Context: an optimization exercise on an open-source flow, tuned for small area, a short achievable clock period and few clock cycles. The choices shown serve that exercise and are no tape-out recipe.
The RTL was checked by simulation tests, not by an equivalence proof against the original design.
Power is estimated from default activity; no workload was simulated.

### design.v
module ipc_core #(
    parameter LEFT_TH              = 2,
    parameter RIGHT_TH             = 1,
    parameter HAZARD_TH            = 1,
    parameter CNT_W                = 16,
    parameter BCNT_W               = 8,
    parameter DIR_W                = 8,
    parameter PERSIST_VERSION      = 16'h0001,
    parameter ADDR_W               = 16,
    parameter STORE_OFFSET         = 0,
    parameter MIN_SAVE_INTERVAL_MS = 32'd10000
) (
    input  wire          clk,
    input  wire          rst,
    input  wire          cmd_valid,
    output wire          cmd_ready,
    input  wire [15:0]   cmd,
    output wire          rsp_valid,
    output wire [3:0]    rsp_status,
    input  wire          flag_1,
    input  wire          flag_2,
    input  wire          flag_buz,
    input  wire [31:0]   now_ms,
    input  wire [31:0]   wall_s,
    output reg  [1:0]    owner,
    output reg           left_led,
    output reg           right_led,
    output reg           buz_out,
    output wire [15:0]   buz_duty,
    output wire [7:0]    pat_byte,
    output reg           pat_valid,
    output reg           nv_req,
    output reg           nv_we,
    output wire [ADDR_W-1:0] nv_addr,
    output wire [7:0]    nv_len,
    output wire [159:0]  nv_wdata,
    input  wire          nv_done,
    input  wire          nv_ok,
    input  wire [159:0]  nv_rdata,
    output wire [15:0]   rec_version,
    output reg  [15:0]   rec_crc,
    output reg  [31:0]   power_on_count,
    output reg  [31:0]   runtime_minutes,
    output reg  [31:0]   service_count,
    output reg  [31:0]   last_service_ts
);
    localparam BPC   = 2;                
    localparam NSTEP = 16 / BPC;
    localparam [1:0] IDLE = 2'd0, LEFT = 2'd1, RIGHT = 2'd2, HAZARD = 2'd3;
    localparam [3:0] ST_OK = 4'h0, ST_CORRUPT = 4'h1, ST_IO_ERROR = 4'h2,
                     ST_NOT_DUE = 4'h3, ST_ILLEGAL = 4'hF;
    localparam [3:0] OP_ARB_TICK = 4'h1, OP_BUZ_DIR = 4'h2, OP_PAT_DIR = 4'h3,
                     OP_PS_LOAD = 4'h8, OP_PS_SAVE_NOW = 4'h9,
                     OP_PS_SAVE_IF_DUE = 4'hA, OP_PS_POWER_ON = 4'hB,
                     OP_PS_MINUTE = 4'hC, OP_PS_SERVICE = 4'hD;
    localparam [15:0] CRC_ZERO = 16'h6A0A;
    localparam [1:0] B_SAVE = 2'd0,      
                     B_NVW  = 2'd1,      
                     B_NVR  = 2'd2,      
                     B_LCHK = 2'd3;      
    reg        rdy;                      
    reg        rsp_v;
    reg [3:0]  rsp_st;
    reg [1:0]  bstate;
    reg        prev_l, prev_r, prev_h;
    reg        sup_l, sup_r, sup_h;
    reg        left_cnt;                 
    reg [3:0]  buz_started, buz_phase, buz_prev;
    reg [3:0]  bcnt0, bcnt1;             
    reg [6:0]  bcnt2;                    
    reg [5:0]  bcnt3;                    
    reg [1:0]  duty_sel;                 
    reg [7:0]  pat_last_dir;
    reg [2:0]  pat_step;
    reg        pat_prev;
    reg        dirty;
    reg [31:0] last_save_ms;
    reg [31:0] now_q;                    
    reg        ver_ok;                   
    reg [15:0] crc_acc;
    reg [NSTEP-1:0] crc_idx;             
    reg        crc_run;                  
    reg        crc_val;                  
    wire w_done = !rdy && (bstate == B_NVW) && nv_done;
    assign cmd_ready  = rdy | w_done;
    assign rsp_valid  = rsp_v | w_done;
    assign rsp_status = w_done ? (nv_ok ? ST_OK : ST_IO_ERROR) : rsp_st;
    assign rec_version = PERSIST_VERSION;
    assign nv_wdata = {last_service_ts, service_count, runtime_minutes,
                       power_on_count, crc_acc, rec_version};
    assign nv_addr  = STORE_OFFSET;
    assign nv_len   = 8'd20;
    assign buz_duty = (duty_sel == 2'd1) ? 16'd750 :
                      (duty_sel == 2'd2) ? 16'd200 :
                      (duty_sel == 2'd3) ? 16'd1400 : 16'd0;
    reg [7:0] pat_lo, pat_hi;
    always @(*) begin
        case (pat_step)
            3'd1:    begin pat_lo = 8'h08; pat_hi = 8'h10; end
            3'd2:    begin pat_lo = 8'h0C; pat_hi = 8'h30; end
            3'd3:    begin pat_lo = 8'h0E; pat_hi = 8'h70; end
            3'd4:    begin pat_lo = 8'h0F; pat_hi = 8'hF0; end
            default: begin pat_lo = 8'h00; pat_hi = 8'h00; end
        endcase
    end
    assign pat_byte = ((pat_last_dir == 8'd1 || pat_last_dir == 8'd3) ? pat_lo : 8'h00) |
                      ((pat_last_dir == 8'd2 || pat_last_dir == 8'd3) ? pat_hi : 8'h00);
    wire [127:0] crc_bytes = {last_service_ts, service_count, runtime_minutes,
                              power_on_count};
    reg [8*BPC-1:0] crc_word;
    integer m;
    always @(*) begin
        crc_word = {8*BPC{1'b0}};
        for (m = 0; m < NSTEP; m = m + 1)
            crc_word = crc_word | (crc_bytes[m*8*BPC +: 8*BPC] & {8*BPC{crc_idx[m]}});
    end
    function [15:0] crc16_byte;
        input [15:0] c_in;
        input [7:0]  b;
        integer k;
        reg [15:0] c;
        begin
            c = c_in ^ {b, 8'h00};
            for (k = 0; k < 8; k = k + 1)
                c = c[15] ? ({c[14:0], 1'b0} ^ 16'h1021) : {c[14:0], 1'b0};
            crc16_byte = c;
        end
    endfunction
    reg [15:0] crc_next;
    integer j;
    integer i;
    always @(*) begin
        crc_next = crc_acc;
        for (j = 0; j < BPC; j = j + 1)
            crc_next = crc16_byte(crc_next, crc_word[8*j +: 8]);
    end
    wire crc_last = crc_run && crc_idx[NSTEP-1];
    wire       acc     = cmd_valid & cmd_ready;
    wire [3:0] opcode  = cmd[15:12];
    wire [7:0] operand = cmd[7:0];
    wire       hi0     = (cmd[11:8] == 4'h0);
    wire       op0     = (operand == 8'd0);
    wire do_arb  = acc & hi0 & (opcode == OP_ARB_TICK) & (cmd[7:3] == 5'd0);
    wire do_buz  = acc & hi0 & (opcode == OP_BUZ_DIR);
    wire do_pat  = acc & hi0 & (opcode == OP_PAT_DIR);
    wire do_load = acc & hi0 & op0 & (opcode == OP_PS_LOAD);
    wire do_snow = acc & hi0 & op0 & (opcode == OP_PS_SAVE_NOW);
    wire do_sdue = acc & hi0 & op0 & (opcode == OP_PS_SAVE_IF_DUE);
    wire do_pon  = acc & hi0 & op0 & (opcode == OP_PS_POWER_ON);
    wire do_min  = acc & hi0 & op0 & (opcode == OP_PS_MINUTE);
    wire do_svc  = acc & hi0 & op0 & (opcode == OP_PS_SERVICE);
    wire legal   = do_arb | do_buz | do_pat | do_load | do_snow | do_sdue |
                   do_pon | do_min | do_svc;
    wire due      = dirty && !(w_done && nv_ok) && interval_over(now_ms, last_save_ms);
    wire do_save  = do_snow | (do_sdue & due);       
    function carry32;
        input [31:0] a;
        input [31:0] b;
        input        cin;
        reg [31:0] g, p;
        integer w, k;
        begin
            g = a & b;
            p = a | b;
            for (w = 1; w < 32; w = w * 2)
                for (k = 0; k + w < 32; k = k + 2 * w) begin
                    g[k] = g[k + w] | (p[k + w] & g[k]);
                    p[k] = p[k + w] & p[k];
                end
            carry32 = g[0] | (p[0] & cin);
        end
    endfunction
    function interval_over;
        input [31:0] now;
        input [31:0] last;
        reg [31:0] c, s, k;
        reg        b, c2;
        begin
            c  = 32'd0 - MIN_SAVE_INTERVAL_MS;
            s  = now ^ ~last ^ c;
            k  = (now & ~last) | (now & c) | (~last & c);
            b  = carry32(now, ~last, 1'b1);
            c2 = carry32(s, {k[30:0], 1'b1}, 1'b0);
            interval_over = b ? (c2 & k[31]) : (c2 | k[31]);
        end
    endfunction
    reg [1:0] a_owner;
    reg       a_sup_l, a_sup_r, a_sup_h;
    reg       a_left_led, a_right_led, a_left_cnt;
    reg       b_l, b_r, b_h;
    reg       rise_l, rise_r, rise_h, fall_l, fall_r, fall_h;
    reg       trig_l, trig_r, trig_h;
    always @(*) begin
        b_l = operand[0];
        b_r = operand[1];
        b_h = operand[2];
        a_owner     = owner;
        a_sup_l     = sup_l;
        a_sup_r     = sup_r;
        a_sup_h     = sup_h;
        a_left_led  = left_led;
        a_right_led = right_led;
        a_left_cnt  = left_cnt;
        rise_l = b_l & ~prev_l;  fall_l = ~b_l & prev_l;
        rise_r = b_r & ~prev_r;  fall_r = ~b_r & prev_r;
        rise_h = b_h & ~prev_h;  fall_h = ~b_h & prev_h;
        if (fall_l) a_sup_l = 1'b0;
        if (fall_r) a_sup_r = 1'b0;
        if (fall_h) a_sup_h = 1'b0;
        trig_l = rise_l & ~a_sup_l;
        trig_r = rise_r & ~a_sup_r;
        trig_h = rise_h & ~a_sup_h;
        if (trig_l) begin
            a_owner = LEFT;  a_sup_r = 1'b1; a_sup_h = 1'b1;
            a_left_cnt = 1'b0; a_right_led = 1'b0;
        end
        if (trig_r) begin
            a_owner = RIGHT; a_sup_l = 1'b1; a_sup_h = 1'b1;
            a_left_led = 1'b0;
        end
        if (trig_h) begin
            a_owner = HAZARD; a_sup_l = 1'b1; a_sup_r = 1'b1;
        end
        if (a_owner == LEFT && fall_l) begin
            a_owner = IDLE; a_left_led = 1'b0;
        end else if (a_owner == RIGHT && fall_r) begin
            a_owner = IDLE; a_right_led = 1'b0;
        end else if (a_owner == HAZARD && fall_h) begin
            a_owner = IDLE; a_left_led = 1'b0; a_right_led = 1'b0;
        end
        case (a_owner)
            IDLE: begin
                a_left_led = 1'b0; a_right_led = 1'b0;
                a_left_cnt = 1'b0;
            end
            LEFT: begin
                a_right_led = 1'b0;
                if (a_left_cnt) a_left_led = ~a_left_led;
                a_left_cnt = ~a_left_cnt;
            end
            RIGHT: begin
                a_left_led  = 1'b0;
                a_right_led = ~a_right_led;
            end
            default: begin
                a_left_led  = ~a_left_led;
                a_right_led = a_left_led;
            end
        endcase
    end
    wire [3:0] buz_sel      = {operand == 8'd4, operand == 8'd3,
                               operand == 8'd2, operand == 8'd1};
    wire       buz_in_range = |buz_sel;
    wire [3:0] buz_edge     = {4{flag_buz}} ^ buz_prev;
    wire [4:0] inc0 = bcnt0 + 1'b1;
    wire [4:0] inc1 = bcnt1 + 1'b1;
    wire [6:0] inc2 = bcnt2 + 1'b1;
    wire [5:0] inc3 = bcnt3 + 1'b1;
    wire [3:0] buz_end = {buz_phase[3] ? (inc3 == 6'd10) : (inc3 == 6'd40),
                          buz_phase[2] ? 1'b1            : (inc2 == 7'd100),
                          buz_phase[1] ? (inc1 == 5'd2)  : (inc1 == 5'd16),
                          buz_phase[0] ? (inc0 == 5'd2)  : (inc0 == 5'd16)};
    wire last_in_range = (pat_last_dir >= 8'd1) && (pat_last_dir <= 8'd3);
    wire last_flag     = (pat_last_dir == 8'd2) ? flag_2 : flag_1;
    wire new_flag      = (operand[1:0] == 2'd2) ? flag_2 : flag_1;
    wire pat_new       = (operand != pat_last_dir);
    wire pat_adv       = !pat_new && last_in_range && (last_flag != pat_prev);
    always @(posedge clk) begin
        begin
            rsp_v     <= 1'b0;
            pat_valid <= 1'b0;
            if (crc_run) begin
                crc_acc <= crc_next;
                crc_idx <= {crc_idx[NSTEP-2:0], 1'b0};
                if (crc_last) begin
                    crc_run <= 1'b0;
                    crc_val <= 1'b1;
                end
            end
            if (!rdy) begin
                case (bstate)
                B_SAVE: begin
                    if (crc_val | crc_last) begin
                        nv_req  <= 1'b1;
                        nv_we   <= 1'b1;
                        bstate  <= B_NVW;
                    end
                end
                B_NVW: begin
                    rec_crc <= crc_acc;
                    if (nv_done) begin
                        nv_req <= 1'b0;
                        if (nv_ok) begin
                            last_save_ms <= now_q;
                            dirty        <= 1'b0;
                        end
                        rdy <= 1'b1;
                    end
                end
                B_NVR: begin
                    if (nv_done) begin
                        nv_req <= 1'b0;
                        if (nv_ok) begin
                            rec_crc         <= nv_rdata[31:16];
                            power_on_count  <= nv_rdata[63:32];
                            runtime_minutes <= nv_rdata[95:64];
                            service_count   <= nv_rdata[127:96];
                            last_service_ts <= nv_rdata[159:128];
                            ver_ok          <= (nv_rdata[15:0] == PERSIST_VERSION);
                            crc_acc         <= 16'hFFFF;
                            crc_idx         <= {{NSTEP-1{1'b0}}, 1'b1};
                            crc_run         <= 1'b1;
                            crc_val         <= 1'b0;
                            bstate          <= B_LCHK;
                        end else begin
                            rec_crc         <= 16'h0000;
                            power_on_count  <= 32'd0;
                            runtime_minutes <= 32'd0;
                            service_count   <= 32'd0;
                            last_service_ts <= 32'd0;
                            crc_acc         <= CRC_ZERO;
                            crc_run         <= 1'b0;
                            crc_val         <= 1'b1;
                            rsp_st      <= ST_CORRUPT;
                            rsp_v           <= 1'b1;
                            rdy             <= 1'b1;
                        end
                    end
                end
                default: begin  
                    if (crc_val) begin
                        if (!ver_ok || crc_acc != rec_crc) begin
                            rec_crc         <= 16'h0000;
                            power_on_count  <= 32'd0;
                            runtime_minutes <= 32'd0;
                            service_count   <= 32'd0;
                            last_service_ts <= 32'd0;
                            crc_acc         <= CRC_ZERO;
                            rsp_st      <= ST_CORRUPT;
                        end else begin
                            rsp_st      <= ST_OK;
                        end
                        rsp_v <= 1'b1;
                        rdy   <= 1'b1;
                    end
                end
                endcase
            end
            if (acc) begin
                rsp_st <= legal ? ST_OK : ST_ILLEGAL;
                rsp_v      <= 1'b1;
            end
            if (do_arb) begin
                owner     <= a_owner;
                sup_l     <= a_sup_l;
                sup_r     <= a_sup_r;
                sup_h     <= a_sup_h;
                left_led  <= a_left_led;
                right_led <= a_right_led;
                left_cnt  <= a_left_cnt;
                prev_l    <= b_l;
                prev_r    <= b_r;
                prev_h    <= b_h;
            end
            if (do_buz) begin
                if (buz_in_range) begin
                    duty_sel <= buz_sel[3] ? 2'd3 : buz_sel[2] ? 2'd2 : 2'd1;
                    for (i = 0; i < 4; i = i + 1) begin
                        if (buz_sel[i]) begin
                            if (!buz_started[i]) begin
                                buz_phase[i]   <= 1'b1;
                                buz_started[i] <= 1'b1;
                                buz_prev[i]    <= flag_buz;
                                buz_out        <= 1'b1;
                            end else if (buz_edge[i]) begin
                                buz_prev[i] <= flag_buz;
                                if (buz_end[i]) begin
                                    buz_phase[i] <= ~buz_phase[i];
                                    buz_out      <= ~buz_phase[i];
                                end
                            end
                        end
                    end
                    if (buz_sel[0] && (!buz_started[0] || buz_edge[0]))
                        bcnt0 <= (!buz_started[0] || buz_end[0]) ? 4'd0 : inc0[3:0];
                    if (buz_sel[1] && (!buz_started[1] || buz_edge[1]))
                        bcnt1 <= (!buz_started[1] || buz_end[1]) ? 4'd0 : inc1[3:0];
                    if (buz_sel[2] && (!buz_started[2] || buz_edge[2]))
                        bcnt2 <= (!buz_started[2] || buz_end[2]) ? 7'd0 : inc2;
                    if (buz_sel[3] && (!buz_started[3] || buz_edge[3]))
                        bcnt3 <= (!buz_started[3] || buz_end[3]) ? 6'd0 : inc3;
                end else begin
                    buz_out     <= 1'b0;
                    buz_started <= 4'b0;
                end
            end
            if (do_pat) begin
                if (pat_new) begin
                    pat_step     <= 3'd0;
                    pat_last_dir <= operand;
                    pat_prev     <= new_flag;
                    pat_valid    <= 1'b1;
                end else if (pat_adv) begin
                    pat_prev  <= last_flag;
                    pat_step  <= (pat_step == 3'd4) ? 3'd0 : pat_step + 3'd1;
                    pat_valid <= 1'b1;
                end
            end
            if (do_min) begin
                runtime_minutes <= runtime_minutes + 32'd1;
                dirty           <= 1'b1;
            end
            if (do_svc) begin
                service_count   <= service_count + 32'd1;
                last_service_ts <= wall_s;
                dirty           <= 1'b1;
            end
            if (do_pon) begin
                power_on_count <= power_on_count + 32'd1;
                dirty          <= 1'b1;
            end
            if (do_min | do_svc | do_pon) begin
                crc_acc <= 16'hFFFF;
                crc_idx <= {{NSTEP-1{1'b0}}, 1'b1};
                crc_run <= 1'b1;
                crc_val <= 1'b0;
            end
            if (do_sdue & !due) rsp_st <= ST_NOT_DUE;
            if (do_snow | do_sdue | do_pon) now_q <= now_ms;
            if (do_save & (crc_val | crc_last)) begin
                nv_req  <= 1'b1;
                nv_we   <= 1'b1;
                bstate  <= B_NVW;
                rsp_v   <= 1'b0;
                rdy     <= 1'b0;
            end else if (do_save | do_pon) begin
                bstate  <= B_SAVE;
                rsp_v   <= 1'b0;
                rdy     <= 1'b0;
            end
            if (do_load) begin
                crc_run <= 1'b0;                 
                crc_val <= 1'b0;
                nv_req <= 1'b1;
                nv_we  <= 1'b0;
                dirty  <= 1'b0;
                bstate <= B_NVR;
                rsp_v  <= 1'b0;
                rdy    <= 1'b0;
            end
        end
        if (rst) begin
            rdy          <= 1'b1;
            rsp_v        <= 1'b0;
            owner        <= IDLE;
            prev_l       <= 1'b0; prev_r <= 1'b0; prev_h <= 1'b0;
            sup_l        <= 1'b0; sup_r  <= 1'b0; sup_h  <= 1'b0;
            left_led     <= 1'b0;
            right_led    <= 1'b0;
            left_cnt     <= 1'b0;
            buz_started  <= 4'b0;
            buz_out      <= 1'b0;
            duty_sel     <= 2'd0;
            pat_last_dir <= 8'd0;
            pat_valid    <= 1'b0;
            nv_req       <= 1'b0;
            rec_crc         <= 16'h0000;
            power_on_count  <= 32'd0;
            runtime_minutes <= 32'd0;
            service_count   <= 32'd0;
            last_service_ts <= 32'd0;
            dirty           <= 1'b0;
            last_save_ms    <= 32'd0;
            crc_acc      <= CRC_ZERO;
            crc_run      <= 1'b0;
            crc_val      <= 1'b1;
        end
    end
endmodule
### standard.sh
#!/bin/bash
# synth_recipe.tcl (not shown) runs the flow's synth.tcl, then flattens the netlist and writes it again
# the make line also repeats each setting of config.mk as NAME=value (left out here)
make -C /OpenROAD-flow-scripts/flow DESIGN_CONFIG=/design/flow/config.mk WORK_HOME=/design/flow/orfs CLKGATE_MAP_FILE= SYNTH_SCRIPT=/design/flow/synth_recipe.tcl "${@:-finish}"
### config.mk
export PLATFORM = sky130hd
export DESIGN_NAME = ipc_core
export DESIGN_NICKNAME = ipc_core
export VERILOG_FILES = /design/flow/design.v
export SDC_FILE = /design/flow/constraint.sdc
export NUM_CORES = 4
export LEC_CHECK = 0
export CAP_MARGIN = 20
export CORE_MARGIN = 2
export CORE_UTILIZATION = 45
export PLACE_DENSITY = 0.65
export SETUP_SLACK_MARGIN = 2.1
export SLEW_MARGIN = 20
### constraint.sdc
create_clock -name core_clock -period 5.0 [get_ports {clk}]
set_input_delay 1.0000 -clock core_clock [delete_from_list [all_inputs] [get_ports {clk}]]
set_output_delay 1.0000 -clock core_clock [all_outputs]
set_load 0.01 [all_outputs]
### flow/run.sh
#!/bin/bash
# The standard layout, with every input and output port buffered by a
# sky130_fd_sc_hd__buf_1 instead of the default port buffer cell.
set -euo pipefail
bash standard.sh BUFFER_PORTS_ARGS="-buffer_cell sky130_fd_sc_hd__buf_1" finish > standard_flow.log 2>&1
==> metrics.csv <==
metric;value;unit
root_buffer;clkbuf_16;
cts_buffer_depth;3;
powerDensity;234;mW/mm²
synth_top_area_frac;0.244;
synth_area_leaders;dfxtp_1 (24%), edfxtp_1 (10%), buf_4 (7.5%);
yosys_most_used_dff;dfxtp_1;
syn_to_final_growth;24.4;%
grt.total_usage;0.340;
cts_buffers;38;
start_kind;flop;
slew_violations;0;
grt_pass1_wl;115000;µm
synth_edf_count;66;
critPathKind;reg -> out;
synthCells;2401;
cp-end-kind;output pin;
synth_cell_type_count;82;
max_cap_violations;0;
place.gp.congestion;0.966;
crit_arrival;2.02;ns
worstPathMaxFanout;4;
clkSinkCount;305;
fin_crit;3.02;ns
io_pins;630;
ys_seq_area_frac;0.345;
core_area;0.0431;mm²
overflow;0;
nets;3221;
dp_hpwl;59300;µm
skew;0.0102;ns
p_total;5720;µW
die_x;213;µm
report.final.hold_viol_count;0;
vias;20500;
cts_tree;built;
htreeDepth;2;
rsz0062_at_grt;true;
yosys_warnings;1;
async_flop_share;0;
drt-total-wl;81500;µm
layout-drive-gt1-share;0.156;
first_iter_violations;2096;
grt_pass1_vias;18600;
peakVddDrop;0.176;mV
rows;76;
yosysTopAreaCell;dfxtp_1;
setup_viol;0;
relSlewSlack;0.296;
drt_first_pass_iters;9;
drcViolationCount;0;
portBuffers;567;
finalCritPeriodShare;0.604;
netlist_area;0.0196;mm²
synth-seq-cells;305;
die_area;0.0453;mm²
initial_core_util;0.456;
fmax;331;MHz
hold_path_class;reg -> reg;
cts.clk_slew.worst_paths;0.06;ns
tightest_slew;1.06;ns
synth_common_cells;nand2_1 (242), dfxtp_1 (239), nor2_1 (237), a21oi_1 (210), buf_4 (196);
ctsHoldBuffers;0;
yosysMostFrequentCell;nand2_1;
status;no timing/DRC/antenna violations;
p_leak;0.00896;µW
ant_nets;0;
grt_start_max_net_pins;109;
wire_per_inst;23.4;µm
finalSetupTns;0;ns
die_h;213;µm
clk-insertion-delay-late;0.56;ns
syn_avg_cell_area;8.18;µm²
vias_per_cell;5.86;
antenna_found_initial;6;
nFillCells;4014;
critPathRequiredTime;4.00;ns
## timing repair
| item | in CTS | in global routing |
|---|---|---|
| resized for setup | 105 | 179 |
| setup buffers | 30 | 52 |
| pin swaps | 28 | 51 |
| cloned | 4 | 3 |
| endpoints found under the setup margin | 222 | 143 |
## kinds of logic after synthesis
| kind of cell | after synthesis | share of synthesized area |
|---|---|---|
| simple gates | 855 | 0.209 |
| compound gates | 554 | 0.184 |
| buf+inv | 433 | 0.121 |
| flops | 305 | 0.345 |
| xor+xnor | 111 | 0.0549 |
| fa+ha+maj | 110 | 0.0693 |
| mux | 31 | 0.0161 |
| other cells | 2 | 0.000382 |
## layout by cell type, fill, tap and decap left out, types with 9 or more instances in the layout
| cell | n |
|---|---|
| a211oi_1 | 20 |
| a21oi_1 | 203 |
| a221oi_1 | 12 |
| a22oi_1 | 81 |
| a311oi_1 | 40 |
| a31oi_1 | 22 |
| a32oi_1 | 9 |
| and2_1 | 13 |
| and3_1 | 34 |
| buf_1 | 526 |
| buf_2 | 14 |
| buf_4 | 101 |
| buf_6 | 15 |
| clkbuf_16 | 45 |
| clkbuf_2 | 19 |
| conb_1 | 62 |
| dfxtp_1 | 210 |
| dfxtp_2 | 24 |
| edfxtp_1 | 66 |
| ha_1 | 85 |
| ha_4 | 15 |
| inv_1 | 98 |
| mux2i_1 | 27 |
| nand2_1 | 229 |
| nand2_2 | 9 |
| nand2b_1 | 16 |
| nand3_1 | 97 |
| nand4_1 | 35 |
| nor2_1 | 219 |
| nor2_4 | 10 |
| nor2b_1 | 17 |
| nor3_1 | 32 |
| nor3_2 | 9 |
| nor3b_1 | 18 |
| nor4_1 | 23 |
| o21ai_0 | 58 |
| xnor2_1 | 58 |
| xor2_1 | 38 |
## metal layers
metal	share of wire	track usage	routed length, µm
met1	0.40	0.441	32300
met2	0.46	0.546	37500
met3	0.093	0.0610	7570
met4	0.050	0.162	4110
met5	0.00016	0	13
## critical path: stages, from the launching register on
cell	delay, ns
edfxtp_1	0.39
inv_1	0.08
ha_1	0.19
or3_1	0.41
o21ai_2	0.19
nor2_1	0.07
buf_2	0.14
## power by group
| part | switching (µW) | leakage, µW | internal (µW) |
|---|---|---|---|
| clock | 1150 | 0.000630 | 1730 |
| sequential | 2.28 | 0.00255 | 2510 |
| combinational | 212 | 0.00578 | 111 |
## final timing paths
check | from | to | slack, ns | cells after the start
max | pat_step[0] | pat_byte[3] | 1.98 | 6
max reg2reg | crc_idx[7] | crc_acc[5] | 2.15 | 10
min reg2reg | rsp_st[2] | rsp_st[2] | 0.45 | 1
min | rsp_st[2] | rsp_st[2] | 0.45 | 1
## final cells by class
type	count	area [µm²]	share of cell area
flip-flops and latches	305	6820	0.279
clock buffers	52	1120	0.0458
repair buffers	690	3370	0.138
well taps	585	732	0.0300
diodes	5	12.5	0.000512
multi-input cells	1725	11800	0.482
clock inverters	18	176	0.00722
inverters	109	422	0.0173
## sequential cells by signal, summed over array words and instances (netlist names), 8 cells and up
| name | cells |
|---|---|
| last_save_ms | 32 |
| last_service_ts | 32 |
| now_q | 32 |
| power_on_count | 32 |
| runtime_minutes | 32 |
| service_count | 32 |
| crc_acc | 16 |
| rec_crc | 16 |
| crc_idx | 8 |
| pat_last_dir | 8 |
## stage by stage
stage                     instances  hold slack, ns   util  worst slack [ns]  cell area [µm²]
after floorplan                2461           0.418      -              1.81            20100
after global placement         3325           0.435  0.494              1.21            21300
after detailed placement       3325           0.435  0.494              1.03            21300
after CTS                      3429           0.448  0.541              1.92            23300
after global routing           3486           0.485  0.567              1.87            24400
final                          3489           0.452  0.567              1.98            24400
Testbench counts, summed over its fixed seeds: cycles 25,579.

[re-timing with driven ports]
The flow's constraints put no driver on any port. The routed layout listed below was extracted and timed again, unchanged, in two steps.
Step 1: set_driving_cell puts a clkbuf_16 on clk and a buf_2 on each other input, an assumption about the parent block.
Step 2 also shifts input and output timing later by t, the mid clock arrival at the registers, as if the neighbouring blocks saw the same clock.
Three values: ideal, step 1, step 2; two values: the first two.
t, ns: 0.613
setup WS [ns]: 1.979 / 1.917 / 1.469
worst setup path after step 2: input to register
worst slew at a driven data input, ns: 0.15
After both steps this run still meets setup and hold. The setup slack of this run moves by -0.062 ns with the drivers and by -0.510 ns with both steps.
